Background: an optimization exercise with open tools, aiming at small area, a short achievable clock period and few clock cycles. Do not read the settings as production practice.
Function was checked by simulation only, so behaviour that the tests miss may differ from the original.

==> flow/design.v (excerpt) <==
module fce_engine (
    input  wire         clk,
    input  wire         rst,         
    input  wire         start,       
    input  wire         dir,         
    input  wire         var_vb,      
    input  wire [5:0]   len,         
    input  wire [31:0]  rounds,      
    input  wire [127:0] key,         
    input  wire [255:0] buf_in,      
    output wire         busy,
    output reg          done,        
    output reg          err,
    output reg  [2:0]   errcode,
    output wire [255:0] buf_out
);
==> flow/config.mk <==
export PLATFORM = sky130hd
export DESIGN_NAME = fce_engine
export DESIGN_NICKNAME = fce_engine
export VERILOG_FILES = /design/flow/design.v
export SDC_FILE = /design/flow/constraint.sdc
export NUM_CORES = 4
export LEC_CHECK = 0
export CAP_MARGIN = 20
export CORE_MARGIN = 2
export CORE_UTILIZATION = 40
export SLEW_MARGIN = 20
==> flow/constraint.sdc <==
create_clock -name core_clock -period 13.0 [get_ports {clk}]
set_input_delay 2.6000 -clock core_clock [delete_from_list [all_inputs] [get_ports {clk}]]
set_output_delay 2.6000 -clock core_clock [all_outputs]
set_load 0.01 [all_outputs]
standard.sh (not shown) runs the stock make flow with config.mk's settings and CLKGATE_MAP_FILE= SYNTH_SCRIPT=/design/flow/synth_recipe.tcl, a recipe that flattens the netlist after the stock synthesis.
==> flow/flow/run.sh <==
#!/bin/bash
set -euo pipefail
bash standard.sh SETUP_SLACK_MARGIN=7 \
    "BUFFER_PORTS_ARGS=-buffer_cell sky130_fd_sc_hd__buf_1" finish > orfs_make.log 2>&1
Testbench counts at the start, summed over its fixed seeds: cycles 105,383.
Rerun with:
--- a/flow/design.v
+++ b/flow/design.v
@@ -23,21 +23,20 @@
     localparam [1:0] S_IDLE = 2'd0;
     localparam [1:0] S_PREP = 2'd1;    
     localparam [1:0] S_RUN  = 2'd2;
     localparam [1:0] S_POST = 2'd3;    
     reg [1:0]   state;
     reg         dir_r;
     reg         vb_r;
     reg         ph;          
     reg [3:0]   nw_r;        
     reg [2:0]   p;           
-    reg [2:0]   pv;          
     reg [31:0]  acc;
     reg [31:0]  tgt;         
     reg [31:0]  zr;          
     reg [31:0]  yr;          
     reg [31:0]  kw [0:3];
     reg [31:0]  kk;          
     reg [31:0]  w  [0:7];
     assign busy = (state != S_IDLE);
     genvar gi;
     generate
@@ -65,22 +64,20 @@
             4'd2:    qd_in = DELTA * 32'd32;
             4'd3:    qd_in = DELTA * 32'd23;
             4'd4:    qd_in = DELTA * 32'd19;
             4'd5:    qd_in = DELTA * 32'd16;
             4'd6:    qd_in = DELTA * 32'd14;
             4'd7:    qd_in = DELTA * 32'd13;
             default: qd_in = DELTA * 32'd12;
         endcase
     end
     wire fb_empty = (nw_in == 4'd0) || (rounds == 32'd0);
-    wire        m_lt16 = (rounds[31:16] == 16'd0);
-    wire        m_lt8  = m_lt16 && (rounds[15:8] == 8'd0);
     reg [31:0] dd;
     always @(*) begin
         case (tgt[31:28])
             4'h0: dd = 32'h00000000;
             4'h1: dd = 32'h9e3779b9;
             4'h2: dd = 32'h3c6ef372;
             4'h3: dd = 32'hdaa66d2b;
             4'h4: dd = 32'h78dde6e4;
             4'h5: dd = 32'h1715609d;
             4'h6: dd = 32'hb54cda56;
@@ -94,20 +91,21 @@
             4'he: dd = 32'ha708a81e;
             default: dd = 32'h454021d7;
         endcase
     end
     wire [2:0] last   = nw_r[2:0] - 3'd1;
     wire [2:0] p_inc  = (p == last) ? 3'd0 : p + 3'd1;
     wire [2:0] p_dec  = (p == 3'd0) ? last : p - 3'd1;
     wire [2:0] p_inc2 = (p_inc == last) ? 3'd0 : p_inc + 3'd1;
     wire [2:0] p_dec2 = (p_dec == 3'd0) ? last : p_dec - 3'd1;
     wire       prep = (state == S_PREP);
+    wire [2:0] pv = prep ? (dir_r ? 3'd0 : last) : (vb_r ? p : 3'd0);
     wire [2:0] pf = prep ? (dir_r ? p_dec : p_inc) : (dir_r ? p_dec2 : p_inc2);
     wire [31:0] rd_v = w[pv];
     wire [31:0] rd_f = w[pf];
     wire [31:0] dm   = {32{dir_r}};
     wire [31:0] s2;
     padd u_s2 (.a(acc ^ yr), .b(kk ^ zr), .ci(1'b0), .s(s2));
     wire [31:0] s2x = s2 ^ dm;
     wire [31:0] w1 = w[1];
     wire [31:0] s1, f0, new0;
     padd u_s1 (.a((zr >> 5) ^ (yr << 2)), .b((yr >> 3) ^ (zr << 4)), .ci(1'b0), .s(s1));
@@ -163,52 +161,41 @@
                              : ((ph_n == dir_r) ? acc_n[1:0] : acc_n[12:11]);
     integer j;
     always @(posedge clk) begin
         if (rst) begin
             state   <= S_IDLE;
             done    <= 1'b0;
             err     <= 1'b0;
             errcode <= ERR_NONE;
         end else begin
             done <= 1'b0;
-            if (state != S_IDLE) begin
+            if (state != S_IDLE)
                 kk <= kw[ksel_n];
-                pv <= vb_r ? p_n : 3'd0;
-            end
             case (state)
                 S_IDLE: begin
                     if (start) begin
                         dir_r <= dir;
                         vb_r  <= var_vb;
                         nw_r  <= nw_in;
                         for (j = 0; j < 4; j = j + 1)
                             kw[j] <= key[32*j +: 32];
                         kk <= key[31:0];
                         zr <= 32'd0;
                         yr <= 32'd0;
                         ph <= 1'b0;
-                        pv <= (var_vb && !dir) ? nw_in[2:0] - 3'd1 : 3'd0;
-                        if (var_vb)
-                            p <= dir ? nw_in[2:0] - 3'd1 : 3'd0;
-                        else
-                            p <= !dir ? 3'd0 : m_lt8 ? 3'd6 : m_lt16 ? 3'd4 : 3'd0;
+                        p  <= (dir && var_vb) ? nw_in[2:0] - 3'd1 : 3'd0;
                         if (var_vb) begin
                             acc <= dir ? qd_in : DELTA;
                             tgt <= dir ? DELTA : qd_in;
                         end else begin
                             acc <= 32'd0;
-                            if (dir && m_lt8)
-                                tgt <= {rounds[7:0], 24'd0};
-                            else if (dir && m_lt16)
-                                tgt <= {rounds[15:0], 16'd0};
-                            else
-                                tgt <= rounds;
+                            tgt <= rounds;
                         end
                         err     <= (chk_code != ERR_NONE);
                         errcode <= chk_code;
                         for (j = 0; j < 8; j = j + 1)
                             w[j] <= (chk_code != ERR_NONE || j < nw_in) ? buf_in[32*j +: 32] : 32'd0;
                         if (chk_code != ERR_NONE)
                             done <= 1'b1;
                         else if (var_vb)
                             state <= S_PREP;
                         else if (fb_empty)
What happened:
- fmax goes up by 2.1%
- global-route usage goes up by 2.5 points
- routed wire length goes up by 6.4%
- final area is about the same
- core utilization goes up by 0.61 points
- setup slack is better by 0.13 ns
- count of clock-buffer cells in the layout goes up by 3
- worst hold slack stays flat
- via count goes up by 4.3%
Testbench counts after the change, summed over its fixed seeds: cycles 107,159.

[port drivers added, routing unchanged]
How much do the figures lean on ideal ports? The routed layouts below were timed once more, with nothing changed but the port constraints. Step 1 assumes that a clkbuf_16 drives the clock port and a buf_2 every other input. Step 2 moves the port delays by t, midway between the first and last clock arrival at a register: inputs arrive t later, outputs are due t later. That takes back most of the time a late clock gives input paths. a / b / c = ideal / step 1 / step 2; a / b = the first two.
run	t (ns)	slack for setup (ns)	worst hold slack (ns)	clock arrival spread, ns
the first run	0.786	6.538 / 6.538 / 6.395	0.500 / 0.500 / 0.500	0.035 / 0.035
the second run	0.780	6.670 / 6.670 / 5.977	0.497 / 0.497 / 0.497	0.049 / 0.049
After both steps setup and hold are still met in every run listed. For the second run, which loses most, drivers alone change the setup slack by 0.000 ns; drivers and shift together by -0.693 ns.
